This is an optimization exercise on Yosys and OpenROAD, whose aim is small area, a short achievable clock period and few clock cycles, not a production implementation. In this exercise RTL edits were held to simulation tests only and were not proved equivalent to the original.

==> run M <==
==> flow/design.v (excerpt) <==
module rde_sieve (
    input  wire        clk,
    input  wire        rst,
    input  wire        ld_en,
    input  wire [5:0]  ld_idx,
    input  wire [15:0] ld_data,
    input  wire        set_en,
    input  wire [63:0] set_lsb,
    input  wire [2:0]  set_mod6,
    input  wire        go,
    input  wire [1:0]  go_mode,
    input  wire [7:0]  go_count,
    output reg         out_valid,
    output reg  [63:0] out_lsb,
    output reg         done,
    output wire [63:0] lsb
);
  localparam [2:0] S_IDLE = 3'd0, S_PREP = 3'd1, S_REN = 3'd2, S_FILL = 3'd3, S_RUN = 3'd4;
  reg [2:0]  state;
  reg [1:0]  mode;
  reg [7:0]  left;
  reg [5:0]  ip;         
  reg [3:0]  k;          
  reg [2:0]  e;          
  reg        kv_ok;      
  reg [2:0]  eL, eH;
  reg        aL, aH;
  reg [6:0]  ptr;
  reg [63:0] lsb_r;      
  assign lsb = lsb_r;
  wire        step;      
  wire [63:0] wr_en;
  wire [8:0]  wdata;
  wire [8:0]  wbin;      
  wire [8:0]  rd_t;      
  ...
Settings: LEC_CHECK=0, CAP_MARGIN=50, CORE_MARGIN=2, CORE_UTILIZATION=30, SLEW_MARGIN=50, SYNTH_HIERARCHICAL=1; clock period 25.0 ns.
standard.sh (not shown) runs the stock make flow with config.mk's settings and CLKGATE_MAP_FILE= SYNTH_SCRIPT=/design/flow/synth_recipe.tcl, a recipe that flattens the netlist after the stock synthesis.
==> flow/flow/run.sh <==
#!/bin/bash
# Own layout flow: the standard ORFS flow (standard.sh, standard synthesis
# unchanged), with timing repair aiming at a setup slack margin so that the
# achieved period shrinks, ABC's buffers removed before placement (the
# resizer buffers the design itself), and more antenna repair iterations.
# The ORFS tools write their full logs under orfs/logs; this script's own
# output goes to run.log.
exec > run.log 2>&1
set -x
export SETUP_SLACK_MARGIN=18.5
export REMOVE_ABC_BUFFERS=1
export MAX_REPAIR_ANTENNAS_ITER_DRT=20
export MAX_REPAIR_ANTENNAS_ITER_GRT=10
bash standard.sh finish
==> run G: changes against run M <==
--- a/flow/flow/run.sh
+++ b/flow/flow/run.sh
@@ -7,7 +7,7 @@
 # output goes to run.log.
 exec > run.log 2>&1
 set -x
-export SETUP_SLACK_MARGIN=18.5
+export SETUP_SLACK_MARGIN=18.2
 export REMOVE_ABC_BUFFERS=1
 export MAX_REPAIR_ANTENNAS_ITER_DRT=20
 export MAX_REPAIR_ANTENNAS_ITER_GRT=10
==> notes.md <==
quantity	run G	run M
Average detailed-routed wire length per instance	37.74 um	37.65 um
Post-CTS sizing	963	1,415
Number of cells in the finished layout apart from fillers	14,180	14,230
Maximum operating frequency	115.8 MHz	117.1 MHz
Layout overhead on the synthesized area	21.25%	21.85%
Met1 track demand over resource	49.57%	49.51%
Share of post-route cells with drive strength above 1	17.54%	19.65%
Register fraction of the total cell area	21.53%	21.57%
Result of the run	no timing/DRC/antenna violations	no timing/DRC/antenna violations
FF-to-FF End	t55[6]$_DFFE_PP_	t62[6]$_DFFE_PP_
Fraction of the core area covered by cells at the end of the flow	36.56%	36.74%
Number of global-route vias before repair	85,990	86,450
Crit path capture	t55[6]$_DFFE_PP_	t62[6]$_DFFE_PP_
Crit path DAT	9340 ps	9130 ps
Number of nets in the layout	10,930	10,980
Worst-case clock skew	117.5 ps	124.3 ps
Fraction of area in multi-input gates	59.18%	59.19%
Wire length on met1	216,900 um	217,800 um
Maximum fanout encountered on the critical timing path	9	29
Final instance area	96,830 um2	97,310 um2
Normalized max-slew margin	35.86%	38.87%
Testbench counts of run M, summed over its fixed seeds: cycles 2,165.
Testbench counts of run G, summed over its fixed seeds: cycles 2,165.


==> inputs of zinc <==
rde_sieve, a different RTL version from the one above (not shown whole).
clock: 25.0 ns
lec_check: 0
cap_margin: 50
core_margin: 2
core_utilization: 30
cts_cluster_diameter: 80
cts_cluster_size: 24
slew_margin: 50
synth_hierarchical: 1
==> flow/flow/run.sh <==
#!/bin/bash
# Own layout flow: the standard ORFS flow (standard.sh) with
#  - the standard synthesis script (synth_recipe.tcl), except that ABC maps the
#    lane group modules (rde_sieve_grp*) with flow/area.abc, an area-oriented
#    script; the top module keeps ORFS's script, and the registers are unchanged,
#  - timing repair aiming at a setup slack margin (the achieved period shrinks),
#  - ABC's buffers removed before placement, more antenna repair iterations,
#  - gate sizing not restricted to cells of the same footprint,
#  - ports buffered with buf_2 (every port still gets its buffer).
# The ORFS tools write their full logs under orfs/logs; this script's own
# output goes to run.log.
exec > run.log 2>&1
set -x
HERE=$(pwd)
cat > my_synth.tcl <<EOT
proc abc {args} {
  set i [lsearch -exact \$args -script]
  set ga \$args
  if {\$i >= 0} { lset ga [expr {\$i + 1}] $HERE/flow/area.abc }
  yosys select rde_sieve_grp*
  yosys abc {*}\$ga
  yosys select -clear
  yosys select rde_sieve rde_sieve_gosel
  yosys abc {*}\$args
  yosys select -clear
}
source $HERE/synth_recipe.tcl
EOT
sed -e "s|SYNTH_SCRIPT=[^ ]*synth_recipe.tcl|SYNTH_SCRIPT=$HERE/my_synth.tcl|" \
    -e 's|"\${@:-finish}"|MATCH_CELL_FOOTPRINT=0 "\${@:-finish}"|' standard.sh > my_standard.sh
grep -c my_synth.tcl my_standard.sh
export SETUP_SLACK_MARGIN=18.6
export BUFFER_PORTS_ARGS="-buffer_cell sky130_fd_sc_hd__buf_2"
export REMOVE_ABC_BUFFERS=1
export MAX_REPAIR_ANTENNAS_ITER_DRT=20
export MAX_REPAIR_ANTENNAS_ITER_GRT=10
bash my_standard.sh finish
==> flow/flow/area.abc <==
&get -n
&st
&dc2
&syn2
&dch -f
&nf -R 1000 -a
&put
==> inputs of delta, as changes to zinc <==
--- a/flow/design.v
+++ b/flow/design.v
@@ -755,17 +755,10 @@
   assign wr_en[59] = z_v & (z_idx == 6'd59);
   assign wr_en[60] = z_v & (z_idx == 6'd60);
   assign wr_en[61] = z_v & (z_idx == 6'd61);
   assign wr_en[62] = z_v & (z_idx == 6'd62);
   assign wr_en[63] = z_v & (z_idx == 6'd63);
-  function [5:0] ip_init(input [1:0] md, input [3:0] kk, input [2:0] ee);
-    if (ee == 3'd0) ip_init = {1'b0, kk, 1'b0};
-    else if (md == 2'd0 && ee <= 3'd2) ip_init = {1'b0, kk, 1'b1};
-    else ip_init = {1'b0, kk, 1'b0} + 6'd2;
-  endfunction
-  wire [5:0] ip_i0 = ip_init(2'd0, k, e);    
-  wire [5:0] ip_i1 = ip_init(2'd1, k, e);    
   wire m_plain = (mode == 2'd0);
   wire m_safe  = (mode == 2'd2);
   wire [15:0] k2 = m_safe ? kS : kB;
   reg  [31:0] m;
   integer jj;
@@ -787,24 +780,10 @@
       f1[ii] = m[ii] & ~below[ii];
       if (m[ii] & below[ii]) more = 1'b1;
     end
   end
   wire any  = |m;
-  wire idle = (state == S_IDLE);
-  reg g0, g1, g2;
-  integer gg;
-  always @* begin
-    g0 = 1'b0; g1 = 1'b0; g2 = 1'b0;
-    for (gg = 0; gg < 16; gg = gg + 1) begin
-      g0 = g0 | (~kA[gg] & (2*gg >= ip_i0)) | (~kB[gg] & (2*gg+1 >= ip_i0));
-      g1 = g1 | (~kA[gg] & ~kB[gg] & (2*gg >= ip_i1));
-      g2 = g2 | (~kA[gg] & ~kS[gg] & (2*gg >= ip_i1));
-    end
-  end
-  wire gskip;
-  rde_sieve_gosel u_gosel (.go(go), .go_mode(go_mode), .go_count(go_count),
-    .sp(idle & kv_ok & ~g0), .st(idle & kv_ok & ~g1), .ss(idle & kv_ok & ~g2), .gskip(gskip));
   wire last = (left == 8'd1);
   wire [5:0] ipn_p;
   assign ipn_p[0] = f1[0] | f1[2] | f1[4] | f1[6] | f1[8] | f1[10] | f1[12] | f1[14] | f1[16] | f1[18] | f1[20] | f1[22] | f1[24] | f1[26] | f1[28] | f1[30];
   assign ipn_p[1] = f1[1] | f1[2] | f1[5] | f1[6] | f1[9] | f1[10] | f1[13] | f1[14] | f1[17] | f1[18] | f1[21] | f1[22] | f1[25] | f1[26] | f1[29] | f1[30];
   assign ipn_p[2] = f1[3] | f1[4] | f1[5] | f1[6] | f1[11] | f1[12] | f1[13] | f1[14] | f1[19] | f1[20] | f1[21] | f1[22] | f1[27] | f1[28] | f1[29] | f1[30];
@@ -849,32 +828,39 @@
   wire wend_t = f1[30] | f1[31];
   wire [5:0] ip_next = m_plain ? ipn_p : ipn_t;
   wire [7:0]  off_n  = m_plain ? off_np : off_nt;
   wire wrap_end = m_plain ? wend_p : wend_t;
   wire fill = (state == S_FILL);
-  assign step = fill | gskip | (run_ok & (~any | (last ? wrap_end : ~more)));
+  assign step = fill | (run_ok & (~any | (last ? wrap_end : ~more)));
   reg  [7:0]  o_pend;
-  wire [7:0]  o = {k, 2'b0} + {k, 1'b0} + {5'd0, e};
   wire [55:0] hi_inc = lsb_r[63:8] + 56'd1;
-  wire [9:0]  lo_base = {2'b0, lsb_r[7:0]} - {2'b0, idle ? o : o_pend};
+  wire [9:0]  lo_base = {2'b0, lsb_r[7:0]} - {2'b0, o_pend};
   wire [9:0]  lo_out = lo_base + {2'b0, off_f};
-  wire [9:0]  lo_adv = lo_base + ((run_ok & any & last) ? {2'b0, off_n} : 10'd96);
+  wire [9:0]  lo_adv = lo_base + ((any & last) ? {2'b0, off_n} : 10'd96);
   wire [63:0] lsb_out = {lo_out[8] ? hi_inc : lsb_r[63:8], lo_out[7:0]};
   wire [63:0] lsb_adv = {lo_adv[8] ? hi_inc : lsb_r[63:8], lo_adv[7:0]};
+  wire [7:0]  o = {k, 2'b0} + {k, 1'b0} + {5'd0, e};
   wire        refused = (mode == 2'd3) || (left == 8'd0);
   wire        run_ok = (state == S_RUN) & ~refused;
   wire        set_l = set_en;           
-  wire        adv_l = gskip | (run_ok & (~any | last | ~more));
+  wire        adv_l = run_ok & (~any | last | ~more);
   always @(posedge clk)
     lsb_r <= ({64{set_l}} & set_lsb) | ({64{adv_l}} & lsb_adv) | ({64{~(set_l | adv_l)}} & lsb_r);
   wire [2:0] e_set = (set_mod6 == 3'd5) ? 3'd0 : set_mod6 + 3'd1;
   wire       need_lo = (ptr != 7'd0) && ((eL != e) || aL);
   wire       need_hi = (ptr != 7'd64) && ((eH != e) || aH);
   wire       need_ren = need_lo | need_hi;
   reg  [6:0] rn_hi;
   wire       ld_adv = c_v && (c_idx == ptr[5:0]) && !ptr[6];
   wire [6:0] ptr1 = ptr + {6'd0, ld_adv};
+  function [5:0] ip_init(input [1:0] md, input [3:0] kk, input [2:0] ee);
+    if (ee == 3'd0) ip_init = {1'b0, kk, 1'b0};
+    else if (md == 2'd0 && ee <= 3'd2) ip_init = {1'b0, kk, 1'b1};
+    else ip_init = {1'b0, kk, 1'b0} + 6'd2;
+  endfunction
+  wire [5:0] ip_i0 = ip_init(2'd0, k, e);    
+  wire [5:0] ip_i1 = ip_init(2'd1, k, e);    
   always @(posedge clk) begin
     out_lsb <= lsb_out;
     if (rst) begin
       state     <= S_IDLE;
       out_valid <= 1'b0;
@@ -910,12 +896,12 @@
       case (state)
         S_IDLE: begin
           if (go) begin
             mode   <= go_mode;
             left   <= go_count;
-            ip     <= gskip ? 6'd0 : (go_mode == 2'd0) ? ip_i0 : ip_i1;
-            o_pend <= gskip ? 8'd0 : o;
+            ip     <= (go_mode == 2'd0) ? ip_i0 : ip_i1;
+            o_pend <= o;
             state  <= kv_ok ? S_RUN : S_PREP;
           end
         end
         S_PREP: begin
           if (refused) begin
@@ -3527,14 +3513,5 @@
   assign hS[13] = (e56_16 & d56_11) | (e57_11 & d57_1) | (e58_8 & d58_3) | (e59_11 & d59_8) | (e60_8 & d60_13) | (e61_2 & d61_7) | (e62_18 & d62_12) | (e63_12 & d63_6);
   assign hS[14] = (e56_16 & d56_12) | (e57_11 & d57_2) | (e58_8 & d58_4) | (e59_11 & d59_9) | (e60_8 & d60_14) | (e61_2 & d61_8) | (e62_18 & d62_13) | (e63_12 & d63_7);
   assign hS[15] = (e56_16 & d56_13) | (e57_11 & d57_3) | (e58_8 & d58_5) | (e59_11 & d59_10) | (e60_8 & d60_15) | (e61_2 & d61_9) | (e62_18 & d62_14) | (e63_12 & d63_8);
   assign rd = ({9{rn_i == 6'd56}} & t56) | ({9{rn_i == 6'd57}} & t57) | ({9{rn_i == 6'd58}} & t58) | ({9{rn_i == 6'd59}} & t59) | ({9{rn_i == 6'd60}} & t60) | ({9{rn_i == 6'd61}} & t61) | ({9{rn_i == 6'd62}} & t62) | ({9{rn_i == 6'd63}} & t63);
 endmodule
-module rde_sieve_gosel (
-    input  wire       go,
-    input  wire [1:0] go_mode,
-    input  wire [7:0] go_count,
-    input  wire       sp, st, ss,
-    output wire       gskip
-);
-  assign gskip = go & (|go_count) & ((go_mode == 2'd0) ? sp : (go_mode == 2'd1) ? st : (go_mode == 2'd2) ? ss : 1'b0);
-endmodule
--- a/flow/flow/run.sh
+++ b/flow/flow/run.sh
@@ -18,20 +18,20 @@
   set ga \$args
   if {\$i >= 0} { lset ga [expr {\$i + 1}] $HERE/flow/area.abc }
   yosys select rde_sieve_grp*
   yosys abc {*}\$ga
   yosys select -clear
-  yosys select rde_sieve rde_sieve_gosel
+  yosys select rde_sieve
   yosys abc {*}\$args
   yosys select -clear
 }
 source $HERE/synth_recipe.tcl
 EOT
 sed -e "s|SYNTH_SCRIPT=[^ ]*synth_recipe.tcl|SYNTH_SCRIPT=$HERE/my_synth.tcl|" \
     -e 's|"\${@:-finish}"|MATCH_CELL_FOOTPRINT=0 "\${@:-finish}"|' standard.sh > my_standard.sh
 grep -c my_synth.tcl my_standard.sh
-export SETUP_SLACK_MARGIN=18.6
+export SETUP_SLACK_MARGIN=18.7
 export BUFFER_PORTS_ARGS="-buffer_cell sky130_fd_sc_hd__buf_2"
 export REMOVE_ABC_BUFFERS=1
 export MAX_REPAIR_ANTENNAS_ITER_DRT=20
 export MAX_REPAIR_ANTENNAS_ITER_GRT=10
 bash my_standard.sh finish
- CTS_CLUSTER_DIAMETER: 80 -> 90
- CTS_CLUSTER_SIZE: 24 -> 28
==> flow_metrics.env <==
export IMPL_status="complete, no violations"
export IMPL_multiInputGateArea_um2=54000
export IMPL_drt_vias_per_instance=6.58
export IMPL_seq_share=0.242
export IMPL_fin_crit_sh=0.255
export IMPL_multi_input_gates=9015
export IMPL_ctsResizeCount=273
export IMPL_die_x_um=508
export IMPL_grtUsageTotal=0.403
export IMPL_post_place_cells=13981
(the above is from delta)
==> flow_metrics.env <==
export IMPL_multiInputGateArea_um2=55300
export IMPL_fin_crit_sh=0.260
export IMPL_post_place_cells=14238
export IMPL_seq_share=0.236
export IMPL_status="complete, no violations"
export IMPL_die_x_um=512
export IMPL_ctsResizeCount=266
(the above is from zinc)
Testbench counts of zinc, summed over its fixed seeds: cycles 2,160.
Testbench counts of delta, summed over its fixed seeds: cycles 2,213.

-- separate check: timing with driven ports --
How much do the figures lean on ideal ports? The routed layouts below were timed once more, with nothing changed but the port constraints. Step 1 assumes that a clkbuf_16 drives the clock port and a buf_2 every other input. Step 2, shift: input delay + t, output delay - t, t = (earliest + latest rising clock arrival at the registers) / 2. This alone moves slack from input paths to output paths. Slacks: ideal ports / drivers / drivers and shift; pairs: ideal ports / drivers.
run	t, ns	slack for setup (ns)	worst setup path at the end
run M	0.964	16.464 / 16.464 / 15.877	input to register
run G	0.960	16.363 / 16.363 / 15.901	input to register
zinc	0.863	18.504 / 18.490 / 17.697	input to register
delta	0.851	18.622 / 18.534 / 18.095	input to register
After both steps every run listed still meets setup and hold. For zinc, which loses most, drivers alone change the setup slack by -0.014 ns; drivers and shift together by -0.807 ns.
